Source: an optimization exercise on an open RTL-to-GDS flow (aim: small area and a short achievable clock period). Production flows keep margins and buffers that such runs may drop.
Only simulation tests tie the RTL to the original design; equivalence was not proved.
Power figures rest on the tool's default switching activity, not on a simulated workload.

`flow/flow/run.sh`:
```
#!/bin/bash
# Standard layout with two changes to how it is optimised:
#  - the port buffers are made from the smallest buffer cell (buffer_ports
#    otherwise picks sky130_fd_sc_hd__clkdlybuf4s50_1); the resizer still
#    upsizes any of them that timing or slew needs;
#  - repair_timing aims for a larger setup slack than the constraint needs, so
#    that it shortens the critical paths (the SDC and clock are unchanged).
set -euo pipefail
export BUFFER_PORTS_ARGS="-buffer_cell sky130_fd_sc_hd__buf_1"
export SETUP_SLACK_MARGIN=15
bash standard.sh > standard_make.log 2>&1
```
`flow/standard.sh`:
```
#!/bin/bash
# synth_recipe.tcl (not shown) runs the flow's synth.tcl, then flattens the netlist and writes it again
# the make line also repeats each setting of config.mk as NAME=value (left out here)
make -C /OpenROAD-flow-scripts/flow DESIGN_CONFIG=/design/flow/config.mk WORK_HOME=/design/flow/orfs CLKGATE_MAP_FILE= SYNTH_SCRIPT=/design/flow/synth_recipe.tcl "${@:-finish}"
```
`flow/config.mk`:
```
export PLATFORM = sky130hd
export DESIGN_NAME = sqan_rxsync
export DESIGN_NICKNAME = sqan_rxsync
export VERILOG_FILES = /design/flow/design.v
export SDC_FILE = /design/flow/constraint.sdc
export NUM_CORES = 4
export LEC_CHECK = 0
export CAP_MARGIN = 20
export CORE_MARGIN = 2
export CORE_UTILIZATION = 40
export CTS_CLUSTER_DIAMETER = 70
export CTS_CLUSTER_SIZE = 30
export SLEW_MARGIN = 20
export SYNTH_HIERARCHICAL = 1
```
`flow/constraint.sdc`:
```
create_clock -name core_clock -period 22.0 [get_ports {clk}]
set_input_delay 4.4000 -clock core_clock [delete_from_list [all_inputs] [get_ports {clk}]]
set_output_delay 4.4000 -clock core_clock [all_outputs]
set_load 0.01 [all_outputs]
```
`flow/design.v`:
```
module sqan_rxsync (
    input  wire         clk,
    input  wire         rst,                  
    input  wire [1:0]   in_cmd,
    input  wire [15:0]  in_i,
    input  wire [15:0]  in_q,
    input  wire [6:0]   cfg_percent,          
    input  wire [1:0]   cfg_hdr_w,            
    input  wire [11:0]  cfg_header,           
    input  wire         cfg_byte_timing,      
    input  wire [7:0]   cfg_timing_interval,  
    input  wire [4:0]   cfg_slot_bits,        
    input  wire [7:0]   cfg_sync0,            
    input  wire [7:0]   cfg_sync1,            
    input  wire         cfg_screen,           
    input  wire         cfg_esc_en,           
    input  wire [7:0]   cfg_esc_marker,       
    input  wire [7:0]   cfg_esc_xor,          
    input  wire [2:0]   cfg_esc_extra,        
    output reg          flush_valid,
    output reg          flush_emit,
    output reg  [4:0]   flush_n,
    output reg          flush_sync,
    output reg          flush_overflow,
    output reg  [127:0] flush_bytes,          
    output wire         st_searching,
    output wire         st_inverted,
    output wire         st_ignore,
    output wire [4:0]   st_count
);
    reg        [3:0]  pd_one;           
    reg        [3:0]  pd_two;           
    reg        [3:0]  pd_sg;            
    reg        [11:0] xr;               
    reg               searching;
    reg        [11:0] window;           
    reg               inverted;
    reg        [4:0]  bit_cnt;
    reg        [6:0]  temp;             
    reg               ignore_hdr;
    reg        [7:0]  slots_left;
    reg        [7:0]  dataout [0:15];
    reg        [4:0]  idx;
    reg               sync_found;
    reg               match_idx;
    reg               overflow;
    assign st_searching = searching;
    assign st_inverted  = inverted;
    assign st_ignore    = ignore_hdr;
    assign st_count     = idx;
    wire is_sample   = (in_cmd == 2'd1);
    wire is_scan_end = (in_cmd == 2'd2);
    wire inv_eff = !searching && inverted;    
    wire rx, rx_n;
    sqan_thr u_thr (.x(in_i[11:0]), .xr(xr), .one(pd_one), .two(pd_two), .sg(pd_sg),
                    .inv(inv_eff), .rx(rx), .rx_n(rx_n));
    reg [11:0] hdr_mask;
    always @(*) begin
        case (cfg_hdr_w)
            2'd0:    hdr_mask = 12'h0FF;
            2'd1:    hdr_mask = 12'h1FF;
            2'd2:    hdr_mask = 12'h7FF;
            default: hdr_mask = 12'hFFF;
        endcase
    end
    wire [11:1] hdr_diff = (window[10:0] ^ cfg_header[11:1]) & hdr_mask[11:1];
    wire        hi_norm  = (hdr_diff == 11'd0);
    wire        hi_inv   = (hdr_diff == hdr_mask[11:1]);
    wire       byte_done = ignore_hdr ? (bit_cnt + 5'd1 == cfg_slot_bits) : (bit_cnt == 5'd7);
    wire       lt32 = (temp[6:4] == 3'd0);
    wire       esc0 = cfg_esc_en && (lt32 || (cfg_esc_extra[0] && temp == 7'h20));
    wire       esc1 = cfg_esc_en && (lt32 || (cfg_esc_extra[1] && temp == 7'h3F)
                                         || (cfg_esc_extra[2] && temp == 7'h7F));
    wire [7:0] sync_expect = match_idx ? cfg_sync1 : cfg_sync0;
    wire       hit_hi      = (temp == sync_expect[7:1]);
    wire       room0     = !idx[4];
    wire       room1     = (idx < 5'd15);
    wire [7:0] slots_dec = slots_left - 8'd1;
    wire       slots_end = (slots_dec == 8'd0);
    wire       tint_nz   = (cfg_timing_interval != 8'd0);
    wire [4:0] cnt_inc   = bit_cnt + 5'd1;
    reg        nv_s   [0:1];            
    reg        nv_inv [0:1];            
    reg        nv_clr [0:1];            
    reg [4:0]  nv_idx [0:1];            
    reg        nv_ov  [0:1];            
    reg        nv_fnd [0:1];            
    reg        nv_mx  [0:1];            
    reg        nv_ign [0:1];            
    reg        nv_sld [0:1];            
    reg [7:0]  nv_bus0 [0:1];           
    reg [7:0]  nv_bus1 [0:1];           
    integer    b;
    reg        mn, mi, esc, hit, found_nx, enter;
    reg [7:0]  byte_v, out0, out1;
    always @(*) begin
        for (b = 0; b < 2; b = b + 1) begin
            mn       = hi_norm && (cfg_header[0] == b[0]);
            mi       = hi_inv  && (cfg_header[0] != b[0]);
            esc      = b[0] ? esc1 : esc0;
            hit      = hit_hi && (sync_expect[0] == b[0]);
            found_nx = sync_found || (hit && match_idx);
            enter    = cfg_byte_timing && found_nx && tint_nz;
            byte_v   = {temp, b[0]};
            out0     = esc ? cfg_esc_marker : byte_v;
            out1     = byte_v ^ cfg_esc_xor;
            nv_bus0[b] = idx[0] ? out1 : out0;
            nv_bus1[b] = idx[0] ? out0 : out1;
            nv_s[b] = searching; nv_inv[b] = inverted; nv_clr[b] = 1'b0;
            nv_idx[b] = idx; nv_ov[b] = overflow; nv_fnd[b] = sync_found;
            nv_mx[b] = match_idx; nv_ign[b] = ignore_hdr; nv_sld[b] = 1'b0;
            if (is_sample) begin
                if (searching) begin
                    if (mn || mi) begin
                        nv_s[b] = 1'b0; nv_inv[b] = mi; nv_clr[b] = 1'b1;
                    end
                end else if (byte_done) begin
                    nv_clr[b] = 1'b1;
                    nv_idx[b] = !room0 ? idx : (esc && room1) ? idx + 5'd2 : idx + 5'd1;
                    if (!room0 || (esc && !room1)) nv_ov[b] = 1'b1;
                    nv_fnd[b] = found_nx;
                    nv_mx[b]  = hit && !match_idx;
                    if (ignore_hdr) begin
                        nv_sld[b] = 1'b1;
                        if (slots_end) begin
                            nv_ign[b] = 1'b0; nv_s[b] = 1'b1;
                        end
                    end else if (enter) begin
                        nv_ign[b] = 1'b1; nv_sld[b] = 1'b1;
                    end else begin
                        nv_s[b] = 1'b1;
                    end
                end
            end else if (is_scan_end) begin
                nv_idx[b] = 5'd0; nv_fnd[b] = 1'b0; nv_mx[b] = 1'b0; nv_ov[b] = 1'b0;
            end
        end
    end
    wire [12:0] sel_a;
    wire [15:0] sel_b;
    sqan_sel #(.W(13)) u_sel_a (
        .s(rx),
        .a({nv_s[0], nv_inv[0], nv_clr[0], nv_ov[0], nv_fnd[0], nv_bus0[0]}),
        .b({nv_s[1], nv_inv[1], nv_clr[1], nv_ov[1], nv_fnd[1], nv_bus0[1]}),
        .y(sel_a));
    sqan_sel #(.W(16)) u_sel_b (
        .s(rx_n),
        .a({nv_idx[1], nv_mx[1], nv_ign[1], nv_sld[1], nv_bus1[1]}),
        .b({nv_idx[0], nv_mx[0], nv_ign[0], nv_sld[0], nv_bus1[0]}),
        .y(sel_b));
    wire       s_nx     = sel_a[12];
    wire       inv_nx   = sel_a[11];
    wire       clr_cnt  = sel_a[10];
    wire       ov_nx    = sel_a[9];
    wire       fnd_nx   = sel_a[8];
    wire [7:0] bus_even = sel_a[7:0];
    wire [4:0] idx_nx   = sel_b[15:11];
    wire       mx_nx    = sel_b[10];
    wire       ign_nx   = sel_b[9];
    wire       ld_slots = sel_b[8];
    wire [7:0] bus_odd  = sel_b[7:0];
    wire [4:0] cnt_keep = (is_sample && !searching) ? cnt_inc : bit_cnt;
    wire [7:0] sl_load  = ignore_hdr ? slots_dec : cfg_timing_interval;
    wire assemble = is_sample && !searching;
    wire complete = assemble && byte_done;
    wire [8:0] pb = {2'b00, cfg_percent, 1'b0};
    integer d;
    always @(posedge clk)
        for (d = 0; d < 4; d = d + 1) begin
            pd_one[d] <= pb[2*d+1] ^ pb[2*d];
            pd_two[d] <= (pb[2*d+2] & ~pb[2*d+1] & ~pb[2*d]) | (~pb[2*d+2] & pb[2*d+1] & pb[2*d]);
            pd_sg[d]  <= ~pb[2*d+2] & (pb[2*d+1] | pb[2*d]);
        end
    always @(posedge clk) begin
        if (rst) begin
            xr            <= 12'd0;
            searching     <= 1'b1;
            window        <= 12'd0;
            inverted      <= 1'b0;
            bit_cnt       <= 5'd0;
            ignore_hdr    <= 1'b0;
            slots_left    <= 8'd0;
            idx           <= 5'd0;
            sync_found    <= 1'b0;
            match_idx     <= 1'b0;
            overflow      <= 1'b0;
        end else begin
            if (is_sample) begin
                xr <= in_i[11:0];
                if (searching)
                    window <= {window[10:0], rx};    
            end
            searching  <= s_nx;
            inverted   <= inv_nx;
            bit_cnt    <= clr_cnt ? 5'd0 : cnt_keep;
            if (ld_slots)
                slots_left <= sl_load;
            idx        <= idx_nx;
            overflow   <= ov_nx;
            sync_found <= fnd_nx;
            match_idx  <= mx_nx;
            ignore_hdr <= ign_nx;
        end
    end
    always @(posedge clk)
        if (assemble)
            temp <= {temp[5:0], rx};
    genvar k;
    generate
        for (k = 0; k < 16; k = k + 1) begin : g_cell
            wire wr = (idx == k) || (idx + 5'd1 == k);
            always @(posedge clk)
                if (!rst && complete && wr)
                    dataout[k] <= (k % 2 == 0) ? bus_even : bus_odd;
        end
    endgenerate
    integer j;
    always @(posedge clk) begin
        flush_valid <= !rst && is_scan_end;
        if (!rst && is_scan_end) begin
            flush_emit     <= (idx != 5'd0) && (!cfg_screen || sync_found);
            flush_n        <= idx;
            flush_sync     <= sync_found;
            flush_overflow <= overflow;
            for (j = 0; j < 16; j = j + 1)
                flush_bytes[8*j +: 8] <= dataout[j];
        end
    end
endmodule
module sqan_sel #(parameter W = 1) (
    input  wire         s,
    input  wire [W-1:0] a,
    input  wire [W-1:0] b,
    output wire [W-1:0] y
);
    assign y = s ? b : a;
endmodule
module sqan_thr (
    input  wire [11:0] x,
    input  wire [11:0] xr,
    input  wire [3:0]  one,    
    input  wire [3:0]  two,    
    input  wire [3:0]  sg,     
    input  wire        inv,    
    output wire        rx,
    output wire        rx_n    
);
    wire [19:0] u_add_s;
    wire t173 = u_add_s[0];
    wire t259 = u_add_s[1];
    wire t260 = u_add_s[2];
    wire t261 = u_add_s[3];
    wire t262 = u_add_s[4];
    wire t263 = u_add_s[5];
    wire t264 = u_add_s[6];
    wire t265 = u_add_s[7];
    wire t266 = u_add_s[8];
    wire t267 = u_add_s[9];
    wire t268 = u_add_s[10];
    wire t269 = u_add_s[11];
    wire t270 = u_add_s[12];
    wire t271 = u_add_s[13];
    wire t272 = u_add_s[14];
    wire t273 = u_add_s[15];
    wire t274 = u_add_s[16];
    wire t275 = u_add_s[17];
    wire t276 = u_add_s[18];
    wire t277 = u_add_s[19];
    wire t394;
    wire t0 = ((one[0] & xr[0]) | (two[0] & 1'b0)) ^ sg[0];
    wire t1 = ((one[0] & xr[1]) | (two[0] & xr[0])) ^ sg[0];
    wire t2 = ((one[0] & xr[2]) | (two[0] & xr[1])) ^ sg[0];
    wire t3 = ((one[0] & xr[3]) | (two[0] & xr[2])) ^ sg[0];
    wire t4 = ((one[0] & xr[4]) | (two[0] & xr[3])) ^ sg[0];
    wire t5 = ((one[0] & xr[5]) | (two[0] & xr[4])) ^ sg[0];
    wire t6 = ((one[0] & xr[6]) | (two[0] & xr[5])) ^ sg[0];
    wire t7 = ((one[0] & xr[7]) | (two[0] & xr[6])) ^ sg[0];
    wire t8 = ((one[0] & xr[8]) | (two[0] & xr[7])) ^ sg[0];
    wire t9 = ((one[0] & xr[9]) | (two[0] & xr[8])) ^ sg[0];
    wire t10 = ((one[0] & xr[10]) | (two[0] & xr[9])) ^ sg[0];
    wire t11 = ((one[0] & xr[11]) | (two[0] & xr[10])) ^ sg[0];
    wire t12 = ((one[0] & xr[11]) | (two[0] & xr[11])) ^ sg[0];
    wire t13 = ~t12;
    wire t14 = ((one[1] & xr[0]) | (two[1] & 1'b0)) ^ sg[1];
    wire t15 = ((one[1] & xr[1]) | (two[1] & xr[0])) ^ sg[1];
    wire t16 = ((one[1] & xr[2]) | (two[1] & xr[1])) ^ sg[1];
    wire t17 = ((one[1] & xr[3]) | (two[1] & xr[2])) ^ sg[1];
    wire t18 = ((one[1] & xr[4]) | (two[1] & xr[3])) ^ sg[1];
    wire t19 = ((one[1] & xr[5]) | (two[1] & xr[4])) ^ sg[1];
    wire t20 = ((one[1] & xr[6]) | (two[1] & xr[5])) ^ sg[1];
    wire t21 = ((one[1] & xr[7]) | (two[1] & xr[6])) ^ sg[1];
    wire t22 = ((one[1] & xr[8]) | (two[1] & xr[7])) ^ sg[1];
    wire t23 = ((one[1] & xr[9]) | (two[1] & xr[8])) ^ sg[1];
    wire t24 = ((one[1] & xr[10]) | (two[1] & xr[9])) ^ sg[1];
    wire t25 = ((one[1] & xr[11]) | (two[1] & xr[10])) ^ sg[1];
    wire t26 = ((one[1] & xr[11]) | (two[1] & xr[11])) ^ sg[1];
    wire t27 = ~t26;
    wire t28 = ((one[2] & xr[0]) | (two[2] & 1'b0)) ^ sg[2];
    wire t29 = ((one[2] & xr[1]) | (two[2] & xr[0])) ^ sg[2];
    wire t30 = ((one[2] & xr[2]) | (two[2] & xr[1])) ^ sg[2];
    wire t31 = ((one[2] & xr[3]) | (two[2] & xr[2])) ^ sg[2];
    wire t32 = ((one[2] & xr[4]) | (two[2] & xr[3])) ^ sg[2];
    wire t33 = ((one[2] & xr[5]) | (two[2] & xr[4])) ^ sg[2];
    wire t34 = ((one[2] & xr[6]) | (two[2] & xr[5])) ^ sg[2];
    wire t35 = ((one[2] & xr[7]) | (two[2] & xr[6])) ^ sg[2];
    wire t36 = ((one[2] & xr[8]) | (two[2] & xr[7])) ^ sg[2];
    wire t37 = ((one[2] & xr[9]) | (two[2] & xr[8])) ^ sg[2];
    wire t38 = ((one[2] & xr[10]) | (two[2] & xr[9])) ^ sg[2];
    wire t39 = ((one[2] & xr[11]) | (two[2] & xr[10])) ^ sg[2];
    wire t40 = ((one[2] & xr[11]) | (two[2] & xr[11])) ^ sg[2];
    wire t41 = ~t40;
    wire t42 = ((one[3] & xr[0]) | (two[3] & 1'b0)) ^ sg[3];
    wire t43 = ((one[3] & xr[1]) | (two[3] & xr[0])) ^ sg[3];
    wire t44 = ((one[3] & xr[2]) | (two[3] & xr[1])) ^ sg[3];
    wire t45 = ((one[3] & xr[3]) | (two[3] & xr[2])) ^ sg[3];
    wire t46 = ((one[3] & xr[4]) | (two[3] & xr[3])) ^ sg[3];
    wire t47 = ((one[3] & xr[5]) | (two[3] & xr[4])) ^ sg[3];
    wire t48 = ((one[3] & xr[6]) | (two[3] & xr[5])) ^ sg[3];
    wire t49 = ((one[3] & xr[7]) | (two[3] & xr[6])) ^ sg[3];
    wire t50 = ((one[3] & xr[8]) | (two[3] & xr[7])) ^ sg[3];
    wire t51 = ((one[3] & xr[9]) | (two[3] & xr[8])) ^ sg[3];
    wire t52 = ((one[3] & xr[10]) | (two[3] & xr[9])) ^ sg[3];
    wire t53 = ((one[3] & xr[11]) | (two[3] & xr[10])) ^ sg[3];
    wire t54 = ((one[3] & xr[11]) | (two[3] & xr[11])) ^ sg[3];
    wire t55 = ~t54;
    wire t56 = ~xr[11];
    wire t57 = sg[3] ^ t6;
    wire t58 = sg[3] & t6;
    wire t59 = t7 ^ t19;
    wire t60 = t7 & t19;
    wire t61 = t8 ^ t20;
    wire t62 = t8 & t20;
    wire t63 = t9 ^ t21;
    wire t64 = t9 & t21;
    wire t65 = t10 ^ t22;
    wire t66 = t10 & t22;
    wire t67 = t11 ^ t23;
    wire t68 = t11 & t23;
    wire t69 = 1'b1 ^ t24 ^ t36;
    wire t70 = (1'b1 & t24) | (1'b1 & t36) | (t24 & t36);
    wire t71 = sg[1] ^ t56;
    wire t72 = sg[1] & t56;
    wire t73 = sg[2] ^ t4;
    wire t74 = sg[2] & t4;
    wire t75 = t5 ^ t17;
    wire t76 = t5 & t17;
    wire t77 = t18 ^ t30 ^ t42;
    wire t78 = (t18 & t30) | (t18 & t42) | (t30 & t42);
    wire t79 = t31 ^ t43 ^ t58;
    wire t80 = (t31 & t43) | (t31 & t58) | (t43 & t58);
    wire t81 = t32 ^ t44 ^ t60;
    wire t82 = (t32 & t44) | (t32 & t60) | (t44 & t60);
    wire t83 = t33 ^ t45 ^ t62;
    wire t84 = (t33 & t45) | (t33 & t62) | (t45 & t62);
    wire t85 = t34 ^ t46 ^ t64;
    wire t86 = (t34 & t46) | (t34 & t64) | (t46 & t64);
    wire t87 = t35 ^ t47 ^ t66;
    wire t88 = (t35 & t47) | (t35 & t66) | (t47 & t66);
    wire t89 = t48 ^ t13 ^ t68;
    wire t90 = (t48 & t13) | (t48 & t68) | (t13 & t68);
    wire t91 = t25 ^ t37 ^ t49;
    wire t92 = (t25 & t37) | (t25 & t49) | (t37 & t49);
    wire t93 = t38 ^ t50;
    wire t94 = t38 & t50;
    wire t95 = 1'b1 ^ t39;
    wire t96 = 1'b1 & t39;
    wire t97 = 1'b1 ^ t52;
    wire t98 = 1'b1 & t52;
    wire t99 = t2 ^ t14;
    wire t100 = t2 & t14;
    wire t101 = t72 ^ t3 ^ t15;
    wire t102 = (t72 & t3) | (t72 & t15) | (t3 & t15);
    wire t103 = t16 ^ t28 ^ t73;
    wire t104 = (t16 & t28) | (t16 & t73) | (t28 & t73);
    wire t105 = t29 ^ t74 ^ t75;
    wire t106 = (t29 & t74) | (t29 & t75) | (t74 & t75);
    wire t107 = t76 ^ t77 ^ t57;
    wire t108 = (t76 & t77) | (t76 & t57) | (t77 & t57);
    wire t109 = t78 ^ t59 ^ t79;
    wire t110 = (t78 & t59) | (t78 & t79) | (t59 & t79);
    wire t111 = t61 ^ t80 ^ t81;
    wire t112 = (t61 & t80) | (t61 & t81) | (t80 & t81);
    wire t113 = t63 ^ t82 ^ t83;
    wire t114 = (t63 & t82) | (t63 & t83) | (t82 & t83);
    wire t115 = t65 ^ t84 ^ t85;
    wire t116 = (t65 & t84) | (t65 & t85) | (t84 & t85);
    wire t117 = t67 ^ t86 ^ t87;
    wire t118 = (t67 & t86) | (t67 & t87) | (t86 & t87);
    wire t119 = t69 ^ t88 ^ t89;
    wire t120 = (t69 & t88) | (t69 & t89) | (t88 & t89);
    wire t121 = t70 ^ t91 ^ t90;
    wire t122 = (t70 & t91) | (t70 & t90) | (t91 & t90);
    wire t123 = t27 ^ t92 ^ t93;
    wire t124 = (t27 & t92) | (t27 & t93) | (t92 & t93);
    wire t125 = t51 ^ t94 ^ t95;
    wire t126 = (t51 & t94) | (t51 & t95) | (t94 & t95);
    wire t127 = t41 ^ t96 ^ t97;
    wire t128 = (t41 & t96) | (t41 & t97) | (t96 & t97);
    wire t129 = 1'b1 ^ t53 ^ t98;
    wire t130 = (1'b1 & t53) | (1'b1 & t98) | (t53 & t98);
    wire t131 = 1'b1 ^ t55;
    wire t132 = 1'b1 & t55;
    wire t278 = ~x[11];
    wire t279 = x[0] ^ x[3];
    wire t280 = x[0] & x[3];
    wire t281 = (x[0] & x[1]) | (x[0] & x[4]) | (x[1] & x[4]);
    wire t282 = x[0] ^ x[1] ^ x[4];
    wire t283 = (x[1] & x[2]) | (x[1] & x[5]) | (x[2] & x[5]);
    wire t284 = x[1] ^ x[2] ^ x[5];
    wire t285 = (x[2] & x[3]) | (x[2] & x[6]) | (x[3] & x[6]);
    wire t286 = x[2] ^ x[3] ^ x[6];
    wire t287 = (x[3] & x[4]) | (x[3] & x[7]) | (x[4] & x[7]);
    wire t288 = x[3] ^ x[4] ^ x[7];
    wire t289 = (x[4] & x[5]) | (x[4] & x[8]) | (x[5] & x[8]);
    wire t290 = x[4] ^ x[5] ^ x[8];
    wire t291 = (x[5] & x[6]) | (x[5] & x[9]) | (x[6] & x[9]);
    wire t292 = x[5] ^ x[6] ^ x[9];
    wire t293 = (x[6] & x[7]) | (x[6] & x[10]) | (x[7] & x[10]);
    wire t294 = x[6] ^ x[7] ^ x[10];
    wire t295 = (x[7] & x[8]) | (x[7] & t278) | (x[8] & t278);
    wire t296 = x[7] ^ x[8] ^ t278;
    wire t297 = x[8] ^ x[9];
    wire t298 = x[8] & x[9];
    wire t299 = x[9] ^ x[10];
    wire t300 = x[9] & x[10];
    wire t301 = x[10] ^ t278;
    wire t302 = x[10] & t278;
    wire t303 = (t264 & t280) | (t264 & t282) | (t280 & t282);
    wire t304 = t264 ^ t280 ^ t282;
    wire t305 = (t265 & t281) | (t265 & t284) | (t281 & t284);
    wire t306 = t265 ^ t281 ^ t284;
    wire t307 = (t266 & t283) | (t266 & t286) | (t283 & t286);
    wire t308 = t266 ^ t283 ^ t286;
    wire t309 = (t267 & t285) | (t267 & t288) | (t285 & t288);
    wire t310 = t267 ^ t285 ^ t288;
    wire t311 = (t268 & t287) | (t268 & t290) | (t287 & t290);
    wire t312 = t268 ^ t287 ^ t290;
    wire t313 = (t269 & t289) | (t269 & t292) | (t289 & t292);
    wire t314 = t269 ^ t289 ^ t292;
    wire t315 = (t270 & t291) | (t270 & t294) | (t291 & t294);
    wire t316 = t270 ^ t291 ^ t294;
    wire t317 = (t271 & t293) | (t271 & t296) | (t293 & t296);
    wire t318 = t271 ^ t293 ^ t296;
    wire t319 = (t272 & t295) | (t272 & t297) | (t295 & t297);
    wire t320 = t272 ^ t295 ^ t297;
    wire t321 = (t273 & t298) | (t273 & t299) | (t298 & t299);
    wire t322 = t273 ^ t298 ^ t299;
    wire t323 = (t274 & t300) | (t274 & t301) | (t300 & t301);
    wire t324 = t274 ^ t300 ^ t301;
    wire t325 = (t275 & t278) | (t275 & t302) | (t278 & t302);
    wire t326 = t275 ^ t278 ^ t302;
    wire t327 = t277 ^ inv;
    wire [19:0] u_add_a = {t132, t130, t128, t126, t124, t122, t120, t118, t116, t114, t112, t110, t108, t106, t104, t102, t100, t99, t56, sg[0]};
    wire [19:0] u_add_b = {1'b0, t131, t129, t127, t125, t123, t121, t119, t117, t115, t113, t111, t109, t107, t105, t103, t101, t71, t1, t0};
    sqan_thr_add u_add (.a(u_add_a), .b(u_add_b), .s(u_add_s));
    wire [17:0] u_sign_a = {t327, t276, t326, t324, t322, t320, t318, t316, t314, t312, t310, t308, t306, t304, t263, t262, t261, t260};
    wire [17:0] u_sign_b = {1'b0, t325, t323, t321, t319, t317, t315, t313, t311, t309, t307, t305, t303, 1'b0, t279, x[2], x[1], x[0]};
    sqan_thr_sign u_sign (.a(u_sign_a), .b(u_sign_b), .ge(t394), .lt(rx_n));
    assign rx = t394;
endmodule
module sqan_thr_add (
    input  wire [19:0] a,
    input  wire [19:0] b,
    output wire [19:0] s
);
    assign s = a + b;
endmodule
module sqan_thr_sign (
    input  wire [17:0] a,
    input  wire [17:0] b,
    output wire        ge,
    output wire        lt
);
    wire [16:0] g = a[16:0] & b[16:0];
    wire [16:0] t = a[16:0] | b[16:0];
    wire g0_0 = g[1] | (t[1] & g[0]);
    wire g0_1 = g[3] | (t[3] & g[2]);
    wire t0_1 = t[3] & t[2];
    wire g0_2 = g[5] | (t[5] & g[4]);
    wire t0_2 = t[5] & t[4];
    wire g0_3 = g[7] | (t[7] & g[6]);
    wire t0_3 = t[7] & t[6];
    wire g0_4 = g[9] | (t[9] & g[8]);
    wire t0_4 = t[9] & t[8];
    wire g0_5 = g[11] | (t[11] & g[10]);
    wire t0_5 = t[11] & t[10];
    wire g0_6 = g[13] | (t[13] & g[12]);
    wire t0_6 = t[13] & t[12];
    wire g0_7 = g[15] | (t[15] & g[14]);
    wire t0_7 = t[15] & t[14];
    wire g1_0 = g0_1 | (t0_1 & g0_0);
    wire g1_1 = g0_3 | (t0_3 & g0_2);
    wire t1_1 = t0_3 & t0_2;
    wire g1_2 = g0_5 | (t0_5 & g0_4);
    wire t1_2 = t0_5 & t0_4;
    wire g1_3 = g0_7 | (t0_7 & g0_6);
    wire t1_3 = t0_7 & t0_6;
    wire g2_0 = g1_1 | (t1_1 & g1_0);
    wire g2_1 = g1_3 | (t1_3 & g1_2);
    wire t2_1 = t1_3 & t1_2;
    wire g3_0 = g2_1 | (t2_1 & g2_0);
    wire g4_0 = g[16] | (t[16] & g3_0);
    wire c = g4_0;
    assign lt = a[17] ^ b[17] ^ c;
    assign ge = ~lt;
endmodule
```
==> impl_summary.txt, run 1 <==
----------------------------------------------------
[Run status]
  Status ... no timing/DRC/antenna violations

[Power]
  Portion of total power attributed to sequential cells ... 0.351
  Sw power ... 0.841 mW
  Power per standard cell area ... 120 nW/µm²
  Relative contribution of the clock network to total power ... 0.192
  Logic pwr share ... 0.456
  Net switching share of the total power ... 0.364
  Leak pwr ... 6.71 nW
  Internal Power ... 1.47 mW
  Peak supply drop ... 0.123 mV

[Timing]
  Final critical path time including I/O delays and setup ... roughly 7000 ps
  Max Clock Freq ... 142 MHz
  Total negative setup slack ... 0 ps
  Setup repair after global routing missed its margin ... yes
  Number of pins exceeding their max-slew limit in the final report ... 0
  Setup Viol. Count Final ... 0
  Fin Hold WS ... roughly 410 ps
  Final period utilization ... 0.320
  Slew at the pin with the worst max-slew slack ... 979 ps
  Post-Route Skew ... between 30 and 40 ps
  Number of hold violations in the final report ... 0
  Relative max-transition margin ... 0.331

[GRT]
  Number of global-route vias before repair ... 10,600
  First-pass GRT wire length ... roughly 60 mm
  Sum of overflow across all layers after global routing ... 0
  Global routing usage summed across all routing layers ... 0.179
  Met1 usage ... 0.253
  Met3 track demand over resource in global routing ... 0.0302
  Met2 capacity usage during global routing ... 0.288
  Antenna violations before repair ... 6
  Pin count of the biggest net entering global routing ... 73
  Busiest layer in global routing ... met2

[Final layout]
  Share of the core filled with cells ... 0.461
  Post-route design area ... ~19,000 µm²
  Area growth from synthesis to final layout ... 13.8%
  Share of layout cells above drive strength 1 ... 0.109
  Number of nets in the layout ... 1,753

[Synth]
  Prevailing post-synth register cell ... sky130_fd_sc_hd__edfxtp_1
  Seq/Total Area, Yosys ... 0.551
  Leading cell types by count after synthesis ... sky130_fd_sc_hd__edfxtp_1 (271), sky130_fd_sc_hd__nand2_1 (109), sky130_fd_sc_hd__a21oi_1 (78)
  Fraction of post-synthesis cell area in the top cell type by area ... 0.480
  Most numerous cell in the Yosys netlist ... sky130_fd_sc_hd__edfxtp_1
  Synthesized area divided by synthesized cell count ... 12.6 µm²
  Most area-consuming cells after synthesis ... sky130_fd_sc_hd__edfxtp_1 (48%), sky130_fd_sc_hd__dfxtp_1 (7.1%), sky130_fd_sc_hd__fa_1 (5.0%), sky130_fd_sc_hd__ha_1 (3.8%), sky130_fd_sc_hd__xnor2_1 (3.3%)
  Number of enable flip-flop cells after synthesis ... 271
  Warning count from the yosys run ... 19
  Number of storage elements in the synthesis netlist ... 331
  Mapped Cells ... 1,343
  Synthesized cell area ... 16,900 µm²
  Count of different cell masters after synthesis ... 91
  Async set or reset register ratio after synthesis ... 0
  Most area-hungry cell type in the Yosys netlist ... sky130_fd_sc_hd__edfxtp_1

[Worst setup path]
  Worst Path Max Fanout ... 8
  Launch point of the critical path ... in_i[7]
  Reg-to-reg critical path startpoint ... pd_one[0]$_DFF_P_
  Capture instance of the worst register-to-register path ... dataout[11][2]$_DFFE_PP_
  Worst path arrival time ... 7300 ps
  Critical Path Start Type ... input pin
  Required @ worst endpoint ... 22,270 ps
  Critical setup path kind ... in2reg
  Logic depth of the worst register-to-register path ... 24
  Setup slack of the most critical reg-to-reg path ... 15,370 ps
  Type of destination of the critical path ... register

[Placement]
  HPWL after detailed placement ... slightly below 30 mm
  DP Area ... 18,200 µm²
  Final GP Congestion ... 0.880
  Total of buffers placed on input and output ports ... 232

[Min path]
  Type of the tightest min-delay check ... reg2reg
  Destination of the worst hold path ... flush_bytes[102]$_DFFE_PP_
  Hold Crit Start ... dataout[12][6]$_DFFE_PP_
  Cell count of the worst hold path ... 0

[Clock network]
  Number of H-tree branching levels ... 1
  Clock root buffer ... sky130_fd_sc_hd__clkbuf_16
  CTS tree ... built
  Clock-pin slew of the registers on the worst-case setup and hold paths ... 110 ps
  Number of buffers added by the clock tree synthesis step ... 21
  Skew-Pair Late Insertion Delay ... 560 ps
  Number of buffers added to fix hold violations after cts ... 0
  Number of sinks driven by the clock tree ... roughly 330
  Maximum root-to-sink buffer count ... 3

[Detailed routing]
  Remaining design rule violation count ... 0
  Via count ... 11,100
  Routed Antenna Nets ... 0
  Vias per std cell ... 5.28
  Mean routed wirelength per cell ... 19.1 µm
  Number of detailed-routing iterations run before antenna repair ... 5
  Wire length reported by the detailed router ... 40.2 mm
  Initial DRC Count ... ~840

[Die]
  Die boundary width ... about 210 µm
  Die Y-Extent ... 210 µm
  Starting utilization of the core area ... 0.405
  Number of placement rows ... 75
  Area of the die ... 44,000 µm²
  Number of primary I/O pins ... 253
  Std-Cell Core Area ... 41,900 µm²

[Job]
  Max cap viols ... 0

----------------------------------------------------
[sequential cells by signal (all words and copies together), names as in the netlist, 4 cells and up]
register	cells
pd_one	4
dataout	128
window	11
xr	12
temp	7
flush_bytes	128
pd_sg	4
pd_two	4
flush_n	5
bit_cnt	5
idx	5
slots_left	8
[worst max-delay path by stage]
stage,cells past startpoint,end,slack (ps)
2_1_floorplan,13,slots_left[7]$_SDFFE_PP0P_,14630
3_3_place_gp,9,dataout[0][0]$_DFFE_PP_,14110
3_5_place_dp,10,searching$_SDFF_PP1_,14100
4_1_cts,14,slots_left[1]$_SDFFE_PP0P_,14990
5_1_grt,13,slots_left[3]$_SDFFE_PP0P_,14870
6_report,15,dataout[11][2]$_DFFE_PP_,14970
[power by group through the flow]
stage	Clock, mW	Sequential (mW)	Combinational (mW)
2_1_floorplan	0	0.815	0.651
3_3_place_gp	0	0.826	0.828
5_1_grt	0.481	0.814	1.15
4_1_cts	0.459	0.812	0.942
6_report	0.444	0.812	1.05
3_5_place_dp	0	0.827	0.841
[logic make-up after synthesis]
group / count (synthesis) / share of synthesized area
compound gates: 286 / 0.125
xor+xnor: 112 / 0.0579
fa+ha+maj: 94 / 0.0880
buf+inv: 155 / 0.0429
flops: 331 / 0.551
mux: 72 / 0.0492
other cells: 1 / 0.000221
simple gates: 292 / 0.0856
[worst max-delay path: stages]
cell and delay (ps):
sky130_fd_sc_hd__buf_12 90, sky130_fd_sc_hd__inv_4 30, sky130_fd_sc_hd__fa_1 520, sky130_fd_sc_hd__inv_1 50, sky130_fd_sc_hd__fa_1 550, sky130_fd_sc_hd__buf_4 130, sky130_fd_sc_hd__a21oi_1 30, sky130_fd_sc_hd__o31ai_1 300
sky130_fd_sc_hd__a21oi_1 130, sky130_fd_sc_hd__o211ai_1 120, sky130_fd_sc_hd__buf_4 160, sky130_fd_sc_hd__nand3_4 100, sky130_fd_sc_hd__buf_12 170, sky130_fd_sc_hd__buf_4 130, sky130_fd_sc_hd__mux2_4 390
[Yosys stat by module (local to each module, per instance), a selection]
module | cell area [µm²] | cells | flops+latches | times used
sqan_rxsync | 12600 | 862 | 331 | 1
sqan_thr_sign | 283 | 45 | 0 | 1
sqan_thr_add | 1130 | 151 | 0 | 1
sqan_thr | 2520 | 253 | 0 | 1
[layer usage]
| metal | vias to the layer above | routed length [µm] |
|---|---|---|
| met5 | - | 22 |
| met4 | 4 | 677 |
| met3 | 42 | 2370 |
| met2 | 324 | 18600 |
| met1 | 5434 | 18500 |
| li1 | 5306 | - |
[cell usage in the layout (no fill, tap or decap), drive strengths merged, types with 5 or more instances in the layout]
master,instances
edfxtp,271
buf,256
nand2,109
inv,84
a21oi,81
xnor2,63
dfxtp,60
nor2,56
ha,51
a22oi,51
xor2,49
mux2i,42
fa,42
o21ai,36
mux2,31
clkbuf,25
and2,22
nor3,20
o22ai,19
nor2b,16
nand3,16
o21a,13
a31oi,13
nand4,10
a211oi,10
o211ai,7
nand2b,7
a22o,6
or2,6
clkinv,6
and3,5
a21o,5
[through the flow]
| stage | setup WS, ps | instances | power (mW) |
|---|---|---|---|
| 6_report | 14970 | 2106 | 2.31 |
| 5_1_grt | 14870 | 2104 | 2.44 |
| 4_1_cts | 14990 | 2092 | 2.21 |
| 3_5_place_dp | 14100 | 2049 | 1.67 |
| 3_3_place_gp | 14110 | 2049 | 1.65 |
| 2_1_floorplan | 14630 | 1346 | 1.47 |
[timing repair]
| item | CTS | global route |
|---|---|---|
| buffers inserted | 8 | 9 |
| cloned | 1 | 1 |
| pin swaps | 0 | 8 |
| setup endpoints to repair | 152 | 173 |
| gates resized for setup | 12 | 36 |
[final cells by class]
class	count	area, µm²
fill	3862	22600
sequential	331	9340
multi-input combinational	861	6990
timing repair buffer	260	1200
tap	539	674
clock buffer	21	526
inverter	77	292
clock inverter	13	248
antenna	4	10.0
==> run 2: changes to the inputs <==
--- a/flow/design.v
+++ b/flow/design.v
@@ -211,5 +211,5 @@
             wire wr = (idx == k) || (idx + 5'd1 == k);
             always @(posedge clk)
-                if (!rst && complete && wr)
+                if (complete && wr)
                     dataout[k] <= (k % 2 == 0) ? bus_even : bus_odd;
         end
@@ -218,5 +218,5 @@
     always @(posedge clk) begin
         flush_valid <= !rst && is_scan_end;
-        if (!rst && is_scan_end) begin
+        if (is_scan_end) begin
             flush_emit     <= (idx != 5'd0) && (!cfg_screen || sync_found);
             flush_n        <= idx;
==> run 2 against run 1 <==
Worst setup slack better by 24 ps. Area after synthesis up 0.24%. First-iteration DRC count shrank 17%. Synthesized cell count rose by 0.60%. Die area grew 0.24%. Final area up 0.64%. Fmax is 0.34% higher. Critical path depth decreased by 4. Via count shrank 0.23%. Register-to-register slack better by 70 ps. Final cell count grew 0.38%. Power up 3.0%.
==> impl_summary.txt, run 2 <==
----------------------------------------------------
[Timing]
  Slew at the pin with the worst max-slew slack ... 1060 ps
  Number of pins exceeding their max-slew limit in the final report ... 0
  Setup Viol. Count Final ... 0
  Post-Route Skew ... 22.1 ps
  Min setup slack post-route ... 14,990 ps
  Final period utilization ... 0.319
  Setup repair after global routing missed its margin ... yes
  Final critical path time including I/O delays and setup ... 7010 ps
  Total negative setup slack ... 0 ps
  Max Clock Freq ... ~140 MHz
  Relative max-transition margin ... 0.293
  Number of hold violations in the final report ... 0

[Worst setup path]
  Crit-path max cell delay ... 570 ps
  Stages on worst setup path ... 11
  Required @ worst endpoint ... between 20,000 and 25,000 ps
  Capture instance of the worst register-to-register path ... dataout[14][2]$_DFFE_PP_
  Launch point of the critical path ... in_i[5]
  Setup slack of the most critical reg-to-reg path ... 15,440 ps
  Type of destination of the critical path ... register
  Worst Path Max Fanout ... 8
  Worst path slowest cell ... sky130_fd_sc_hd__fa_1
  Worst path arrival time ... 7300 ps
  Gate family responsible for the most delay along the worst path ... adder cells
  Capturing instance or port of the critical path ... dataout[14][2]$_DFFE_PP_
  Critical setup path kind ... in2reg
  Reg-to-reg critical path startpoint ... pd_one[0]$_DFF_P_
  Critical Path Start Type ... input pin
  Number of buffer and inverter instances along the worst setup path ... 3
  Logic depth of the worst register-to-register path ... 21
  Cells along the critical path ... buf_12, fa_1, fa_1, or2_1, maj3_2, o2111ai_4, o211ai_1, buf_4, and3_4, buf_12, mux2_4

[Clock network]
  Number of buffers added by the clock tree synthesis step ... 23
  Number of H-tree branching levels ... 1
  Clock root buffer ... sky130_fd_sc_hd__clkbuf_16
  Number of sinks driven by the clock tree ... between 300 and 400
  Maximum root-to-sink buffer count ... 3
  Skew-Pair Late Insertion Delay ... around 570 ps
  Clock-pin slew of the registers on the worst-case setup and hold paths ... around 90 ps
  CTS tree ... built

[Run status]
  Status ... no timing/DRC/antenna violations

[Placement]
  HPWL after detailed placement ... 28.8 mm
  Final GP Congestion ... approximately 0.88
  DP Area ... roughly 18,000 µm²
  Total of buffers placed on input and output ports ... 232
  Dpl ws ... 14,030 ps

[Synth]
  Async set or reset register ratio after synthesis ... 0
  Most area-consuming cells after synthesis ... sky130_fd_sc_hd__edfxtp_1 (48%), sky130_fd_sc_hd__dfxtp_1 (7.1%), sky130_fd_sc_hd__fa_1 (5.0%), sky130_fd_sc_hd__ha_1 (3.8%), sky130_fd_sc_hd__xnor2_1 (3.5%)
  Mapped Cells ... 1,351
  Synthesized cell area ... roughly 17,000 µm²
  Count of different cell masters after synthesis ... slightly above 90
  Fraction of post-synthesis cell area in the top cell type by area ... 0.479
  Leading cell types by count after synthesis ... sky130_fd_sc_hd__edfxtp_1 (271), sky130_fd_sc_hd__nand2_1 (102), sky130_fd_sc_hd__a21oi_1 (92)
  Number of storage elements in the synthesis netlist ... 331
  Most numerous cell in the Yosys netlist ... sky130_fd_sc_hd__edfxtp_1
  Seq/Total Area, Yosys ... 0.550
  Most area-hungry cell type in the Yosys netlist ... sky130_fd_sc_hd__edfxtp_1
  Warning count from the yosys run ... 19
  Synthesized area divided by synthesized cell count ... 12.6 µm²
  Prevailing post-synth register cell ... sky130_fd_sc_hd__edfxtp_1
  Number of enable flip-flop cells after synthesis ... 271

[Die]
  Area of the die ... 44,100 µm²
  Number of placement rows ... 75
  Std-Cell Core Area ... 41,900 µm²
  Die Y-Extent ... 210 µm
  Number of primary I/O pins ... 253
  Die boundary width ... 210 µm
  Starting utilization of the core area ... 0.405

[Detailed routing]
  Routed Antenna Nets ... 0
  Mean routed wirelength per cell ... around 19 µm
  Initial DRC Count ... 694
  Vias per std cell ... roughly 5.2
  Remaining design rule violation count ... 0
  Number of detailed-routing iterations run before antenna repair ... 5
  Via count ... about 11,000
  Wire length reported by the detailed router ... 40.2 mm

[GRT]
  Sum of overflow across all layers after global routing ... 0
  First-pass GRT wire length ... 61.4 mm
  Global routing usage summed across all routing layers ... 0.179
  Pin count of the biggest net entering global routing ... 79
  Antenna violations before repair ... 4
  Number of global-route vias before repair ... 10,500

[Final layout]
  Share of the core filled with cells ... 0.462
  Largest regs ... dataout x128, flush_bytes x128, xr x12
  Area growth from synthesis to final layout ... 14.2%
  Multi-input logic area ... between 7000 and 8000 µm²
  Most common library cell in the layout ignoring fill and taps ... sky130_fd_sc_hd__edfxtp_1
  Number of nets in the layout ... 1,758
  Top library cells by usage in the layout, fill and taps aside ... sky130_fd_sc_hd__edfxtp_1 (271), sky130_fd_sc_hd__buf_1 (224), sky130_fd_sc_hd__nand2_1 (102)
  Post-route design area ... 19,400 µm²
  Share of layout cells above drive strength 1 ... 0.112
  Sequential Area ... 9340 µm²
  Filler cells ... 3,795

[Power]
  Power per standard cell area ... about 120 nW/µm²
  Leak pwr ... 6.70 nW
  Peak supply drop ... about 0.14 mV

[Min path]
  Type of the tightest min-delay check ... reg2reg

[Job]
  Max cap viols ... 0

----------------------------------------------------
[run 2: worst min path at each step]
stage,start,to,cells past startpoint
after global placement,dataout[2][4]$_DFFE_PP_,flush_bytes[20]$_DFFE_PP_,0
after floorplan,dataout[0][0]$_DFFE_PP_,flush_bytes[0]$_DFFE_PP_,0
after global routing,dataout[11][6]$_DFFE_PP_,flush_bytes[94]$_DFFE_PP_,0
after detailed placement,dataout[14][1]$_DFFE_PP_,flush_bytes[113]$_DFFE_PP_,0
after CTS,dataout[11][6]$_DFFE_PP_,flush_bytes[94]$_DFFE_PP_,0
final,dataout[11][6]$_DFFE_PP_,flush_bytes[94]$_DFFE_PP_,0
[run 2: power breakdown]
part	switching, mW	total [mW]	internal, mW
Clock	0.260	0.478	0.219
Combinational	0.601	1.09	0.486
Sequential	0.0181	0.815	0.797
[run 2: stage by stage]
step	instances	hold slack (ps)	power [mW]
2_1_floorplan	1354	400	1.47
3_3_place_gp	2059	401	1.66
3_5_place_dp	2059	405	1.68
4_1_cts	2106	418	2.31
5_1_grt	2114	422	2.51
6_report	2114	415	2.38
[run 2: kinds of logic after synthesis]
logic type	after synthesis	share of synthesized area
AOI/OAI and AO/OA	277	0.121
xor gates and xnor gates	111	0.0577
adders and majority gates	94	0.0877
buffers and inverters	154	0.0426
DFF	331	0.550
muxes	75	0.0511
other	1	0.000221
and+or+nand+nor	308	0.0901
[run 2: what timing repair did]
item / in CTS / in global routing
gates cloned: 2 / 1
gates resized for setup: 17 / 32
setup endpoints to repair: 152 / 155
pin swaps: 1 / 14
setup buffers: 4 / 5
hold buffers: 0 / 0
[run 2: final cells by class]
class / instances / share of cell area
Antenna cell: 2 / 0.000258
Clock buffer: 23 / 0.0297
Clock inverter: 18 / 0.0155
Inverter: 81 / 0.0161
Multi-Input combinational cell: 870 / 0.363
Sequential cell: 331 / 0.481
Tap cell: 539 / 0.0348
Timing Repair Buffer: 250 / 0.0595
[run 2: routing by layer]
metal | routed length (µm) | vias to the layer above | track usage | part of all wire
met5 | 26 | - | 0 | 0.00065
met4 | 696 | 4 | 0.0428 | 0.017
met3 | 2310 | 47 | 0.0273 | 0.057
met2 | 18200 | 332 | 0.288 | 0.45
met1 | 19000 | 5401 | 0.256 | 0.47
li1 | - | 5300 | - | -
[run 2: worst reg2reg max path, delay by kind of cell, from the launching register on]
family                   cells  cell delay, ps
AO/OA/AOI/OAI                7            1320
XOR/XNOR                     1             190
adder cells (fa/ha/maj)      5            2070
buffers and inverters        3             240
flip-flops                   1             830
multiplexers                 2             770
AND/OR/NAND/NOR              3             860
[run 2: per-module statistics from Yosys (local to each module, per instance), a selection]
module | area [µm²] | flops+latches | cells
sqan_thr | 2520 | 0 | 253
sqan_rxsync | 12600 | 331 | 870
sqan_thr_sign | 283 | 0 | 45
sqan_thr_add | 1130 | 0 | 151
==> run 3: changes to the inputs <==
--- a/flow/design.v
+++ b/flow/design.v
@@ -137,27 +137,29 @@
         end
     end
-    wire [12:0] sel_a;
-    wire [15:0] sel_b;
-    sqan_sel #(.W(13)) u_sel_a (
+    wire [20:0] sel_a;
+    wire [23:0] sel_b;
+    sqan_sel #(.W(21)) u_sel_a (
         .s(rx),
-        .a({nv_s[0], nv_inv[0], nv_clr[0], nv_ov[0], nv_fnd[0], nv_bus0[0]}),
-        .b({nv_s[1], nv_inv[1], nv_clr[1], nv_ov[1], nv_fnd[1], nv_bus0[1]}),
+        .a({nv_s[0], nv_inv[0], nv_clr[0], nv_ov[0], nv_fnd[0], nv_bus0[0], nv_bus1[0]}),
+        .b({nv_s[1], nv_inv[1], nv_clr[1], nv_ov[1], nv_fnd[1], nv_bus0[1], nv_bus1[1]}),
         .y(sel_a));
-    sqan_sel #(.W(16)) u_sel_b (
+    sqan_sel #(.W(24)) u_sel_b (
         .s(rx_n),
-        .a({nv_idx[1], nv_mx[1], nv_ign[1], nv_sld[1], nv_bus1[1]}),
-        .b({nv_idx[0], nv_mx[0], nv_ign[0], nv_sld[0], nv_bus1[0]}),
+        .a({nv_idx[1], nv_mx[1], nv_ign[1], nv_sld[1], nv_bus0[1], nv_bus1[1]}),
+        .b({nv_idx[0], nv_mx[0], nv_ign[0], nv_sld[0], nv_bus0[0], nv_bus1[0]}),
         .y(sel_b));
-    wire       s_nx     = sel_a[12];
-    wire       inv_nx   = sel_a[11];
-    wire       clr_cnt  = sel_a[10];
-    wire       ov_nx    = sel_a[9];
-    wire       fnd_nx   = sel_a[8];
-    wire [7:0] bus_even = sel_a[7:0];
-    wire [4:0] idx_nx   = sel_b[15:11];
-    wire       mx_nx    = sel_b[10];
-    wire       ign_nx   = sel_b[9];
-    wire       ld_slots = sel_b[8];
-    wire [7:0] bus_odd  = sel_b[7:0];
+    wire       s_nx     = sel_a[20];
+    wire       inv_nx   = sel_a[19];
+    wire       clr_cnt  = sel_a[18];
+    wire       ov_nx    = sel_a[17];
+    wire       fnd_nx   = sel_a[16];
+    wire [7:0] bus_even_lo = sel_a[15:8];
+    wire [7:0] bus_odd_lo  = sel_a[7:0];
+    wire [4:0] idx_nx   = sel_b[23:19];
+    wire       mx_nx    = sel_b[18];
+    wire       ign_nx   = sel_b[17];
+    wire       ld_slots = sel_b[16];
+    wire [7:0] bus_even_hi = sel_b[15:8];
+    wire [7:0] bus_odd_hi  = sel_b[7:0];
     wire [4:0] cnt_keep = (is_sample && !searching) ? cnt_inc : bit_cnt;
     wire [7:0] sl_load  = ignore_hdr ? slots_dec : cfg_timing_interval;
@@ -211,6 +213,7 @@
             wire wr = (idx == k) || (idx + 5'd1 == k);
             always @(posedge clk)
-                if (complete && wr)
-                    dataout[k] <= (k % 2 == 0) ? bus_even : bus_odd;
+                if (!rst && complete && wr)
+                    dataout[k] <= (k < 8) ? ((k % 2 == 0) ? bus_even_lo : bus_odd_lo)
+                                          : ((k % 2 == 0) ? bus_even_hi : bus_odd_hi);
         end
     endgenerate
@@ -218,5 +221,5 @@
     always @(posedge clk) begin
         flush_valid <= !rst && is_scan_end;
-        if (is_scan_end) begin
+        if (!rst && is_scan_end) begin
             flush_emit     <= (idx != 5'd0) && (!cfg_screen || sync_found);
             flush_n        <= idx;
==> run 3 against run 2 <==
Still clean on timing, DRC and antenna. Area after synthesis up 1.4%. Register-to-register slack improved by 70 ps. Sequential power shrank 0.5%. Power increased by 6.2%. Critical endpoint is now dataout[13][1]$_DFFE_PP_.
==> impl_summary.txt, run 3 <==
----------------------------------------------------
[GRT]
  Sum of overflow across all layers after global routing ... 0
  Pin count of the biggest net entering global routing ... a little over 60
  Number of global-route vias before repair ... 10,900
  First-pass GRT wire length ... 62.3 mm
  Global routing usage summed across all routing layers ... 0.181
  Antenna violations before repair ... 7

[Synth]
  Number of storage elements in the synthesis netlist ... between 300 and 400
  Synthesized cell area ... 17,200 µm²
  Synthesized area divided by synthesized cell count ... 12.7 µm²
  Async set or reset register ratio after synthesis ... 0
  Most numerous cell in the Yosys netlist ... sky130_fd_sc_hd__edfxtp_1
  Prevailing post-synth register cell ... sky130_fd_sc_hd__edfxtp_1
  Most area-hungry cell type in the Yosys netlist ... sky130_fd_sc_hd__edfxtp_1
  Seq/Total Area, Yosys ... 0.542
  Leading cell types by count after synthesis ... sky130_fd_sc_hd__edfxtp_1 (271), sky130_fd_sc_hd__nand2_1 (109), sky130_fd_sc_hd__a21oi_1 (78)
  Most area-consuming cells after synthesis ... sky130_fd_sc_hd__edfxtp_1 (47%), sky130_fd_sc_hd__dfxtp_1 (7.0%), sky130_fd_sc_hd__fa_1 (4.9%), sky130_fd_sc_hd__ha_1 (3.7%), sky130_fd_sc_hd__mux2_4 (3.5%)
  Fraction of post-synthesis cell area in the top cell type by area ... 0.472
  Number of enable flip-flop cells after synthesis ... 271
  Mapped Cells ... between 1,000 and 1,500
  Count of different cell masters after synthesis ... 91
  Warning count from the yosys run ... 19

[Final layout]
  Filler cells ... ~4,000
  Share of layout cells above drive strength 1 ... 0.127
  Largest regs ... dataout x128, flush_bytes x128, xr x12
  Area growth from synthesis to final layout ... 14.5%
  Top library cells by usage in the layout, fill and taps aside ... sky130_fd_sc_hd__edfxtp_1 (271), sky130_fd_sc_hd__buf_1 (222), sky130_fd_sc_hd__nand2_1 (109)
  Number of nets in the layout ... 1,769
  Most common library cell in the layout ignoring fill and taps ... sky130_fd_sc_hd__edfxtp_1

[Timing]
  Setup repair after global routing missed its margin ... yes
  Max Clock Freq ... 143 MHz
  Relative max-transition margin ... 0.363
  Post-Route Skew ... 33.0 ps
  Number of pins exceeding their max-slew limit in the final report ... 0
  Setup Viol. Count Final ... 0
  Final critical path time including I/O delays and setup ... 6970 ps
  Number of hold violations in the final report ... 0
  Final period utilization ... 0.317
  Total negative setup slack ... 0 ps
  Slew at the pin with the worst max-slew slack ... between 900 and 1000 ps

[Worst setup path]
  Worst Path Max Fanout ... 6
  Required @ worst endpoint ... 22,320 ps
  Critical Path Start Type ... input pin
  Crit-path max cell delay ... 550 ps
  Critical setup path kind ... in2reg
  Worst path slowest cell ... sky130_fd_sc_hd__fa_1
  Worst path arrival time ... ~7300 ps
  Cells along the critical path ... buf_12, fa_1, fa_1, or2_1, maj3_2, o2111ai_2, o211ai_1, buf_4, nand3_4, buf_12, mux2_2
  Type of destination of the critical path ... register

[Die]
  Std-Cell Core Area ... ~43,000 µm²
  Number of primary I/O pins ... between 200 and 300
  Die boundary width ... 212 µm
  Starting utilization of the core area ... 0.403
  Area of the die ... 44,700 µm²
  Number of placement rows ... 76
  Die Y-Extent ... 212 µm

[Power]
  Total design power ... 2.53 mW
  Peak supply drop ... 0.116 mV
  Power per standard cell area ... 128 nW/µm²
  Leak pwr ... just under 7 nW

[Detailed routing]
  Via count ... 11,200
  Wire length reported by the detailed router ... 41.1 mm
  Remaining design rule violation count ... 0
  Vias per std cell ... 5.28
  Number of detailed-routing iterations run before antenna repair ... 5
  Routed Antenna Nets ... 0
  Initial DRC Count ... 637
  Mean routed wirelength per cell ... 19.3 µm

[Clock network]
  Clock-pin slew of the registers on the worst-case setup and hold paths ... 100 ps
  Number of buffers added to fix hold violations after cts ... 0
  CTS tree ... built
  Number of sinks driven by the clock tree ... 331
  Number of H-tree branching levels ... 1
  Maximum root-to-sink buffer count ... 3
  Skew-Pair Late Insertion Delay ... 570 ps
  Clock root buffer ... sky130_fd_sc_hd__clkbuf_16
  Number of buffers added by the clock tree synthesis step ... 24

[Min path]
  Type of the tightest min-delay check ... reg2reg

[Run status]
  Status ... no timing/DRC/antenna violations

[Placement]
  HPWL after detailed placement ... 29.6 mm
  Total of buffers placed on input and output ports ... between 200 and 250
  Final GP Congestion ... 0.849

[Job]
  Max cap viols ... 0

----------------------------------------------------
==> run 3: area by class of cell <==
class                   count  area (µm²)  area share
clock inverters            19         328      0.0166
clock buffers              24         601      0.0304
diodes                      1        2.50    0.000127
well taps                 546         683      0.0346
repair buffers            255        1190      0.0604
multi-input cells         879        7290       0.369
inverters                  77         294      0.0149
flip-flops and latches    331        9340       0.473
==> run 3: critical path, delay by kind of cell <==
| family | cells | cell delay (ps) |
|---|---|---|
| buf+inv | 3 | 460 |
| simple gates | 2 | 420 |
| compound gates | 2 | 310 |
| mux | 1 | 390 |
| fa+ha+maj | 3 | 1290 |
==> run 3: timing repair <==
item                                   CTS  global route
setup endpoints to repair              154           152
setup buffers                            8             5
pin swaps                                4             7
endpoints found under the hold margin    0             0
gates cloned                             2             2
resized for setup                       14            40
==> run 3: stage by stage <==
step	cell area, µm²	setup WS (ps)	cells	hold slack [ps]	utilization
floorplan	17300	14620	1364	400	-
global placement	18400	13470	2071	401	0.431
detailed placement	18400	13400	2071	405	0.431
CTS	19500	15020	2124	401	0.456
global route	19700	14920	2132	395	0.461
finish	19700	15030	2132	402	0.461
==> run 3: power by group <==
group	switching, mW	total, mW	internal (mW)
logic	0.640	1.22	0.584
registers	0.0169	0.811	0.794
clock network	0.266	0.495	0.228
total	0.924	2.53	1.61
==> run 3: per-module statistics from Yosys (local to each module, per instance), a selection <==
module	flops+latches	cells	area, µm²	times used
sqan_thr_add	0	151	1130	1
sqan_thr_sign	0	45	283	1
sqan_rxsync	331	862	12600	1
sqan_thr	0	253	2520	1
==> run 3: worst paths after layout <==
| kind | from | end | slack, ps | cells past startpoint |
|---|---|---|---|---|
| setup / recovery | in_i[2] | dataout[13][1]$_DFFE_PP_ | 15030 | 11 |
| hold reg to reg | dataout[12][6]$_DFFE_PP_ | flush_bytes[102]$_DFFE_PP_ | 400 | 0 |
| setup reg to reg | pd_one[0]$_DFF_P_ | searching$_SDFF_PP1_ | 15510 | 24 |
| hold / removal | dataout[12][6]$_DFFE_PP_ | flush_bytes[102]$_DFFE_PP_ | 400 | 0 |
==> run 3: kinds of logic (layout without fill, tap and decap cells) <==
| group | count (synthesis) | in the layout | synth area share |
|---|---|---|---|
| DFF | 331 | 331 | 0.542 |
| and+or+nand+nor | 292 | 294 | 0.0842 |
| AOI/OAI and AO/OA | 286 | 286 | 0.123 |
| buffers and inverters | 157 | 375 | 0.0440 |
| xor gates and xnor gates | 112 | 112 | 0.0569 |
| adders and majority gates | 94 | 94 | 0.0865 |
| muxes | 88 | 89 | 0.0632 |
| other | 1 | 5 | 0.000218 |
==> run 3: per-layer routing <==
metal / track usage / wire length, µm
met1: 0.247 / 18800
met2: 0.302 / 19300
met3: 0.0298 / 2070
met4: 0.0454 / 864
met5: 0 / 85

-- separate check: timing with driven ports --
How much do the figures lean on ideal ports? The routed layouts below were timed once more, with nothing changed but the port constraints.
Step 1, drivers: a clkbuf_16 drives clk and a buf_2 each remaining input, both assumed.
Step 2, shift: input delay + t, output delay - t, t = (earliest + latest rising clock arrival at the registers) / 2. This alone moves slack from input paths to output paths.
a / b / c = no drivers / after step 1 / after step 2; a / b = the first two.
run	shift t [ns]	slack for setup (ns)	cell pins on the clock port's net
run 1	0.586	14.967 / 14.951 / 14.365	1
run 2	0.618	14.992 / 14.996 / 14.378	1
run 3	0.611	15.025 / 15.033 / 14.422	1
After both steps setup and hold are still met in every run listed. The setup slack of run 2, which loses most, moves by +0.004 ns with the drivers and by -0.614 ns with both steps.
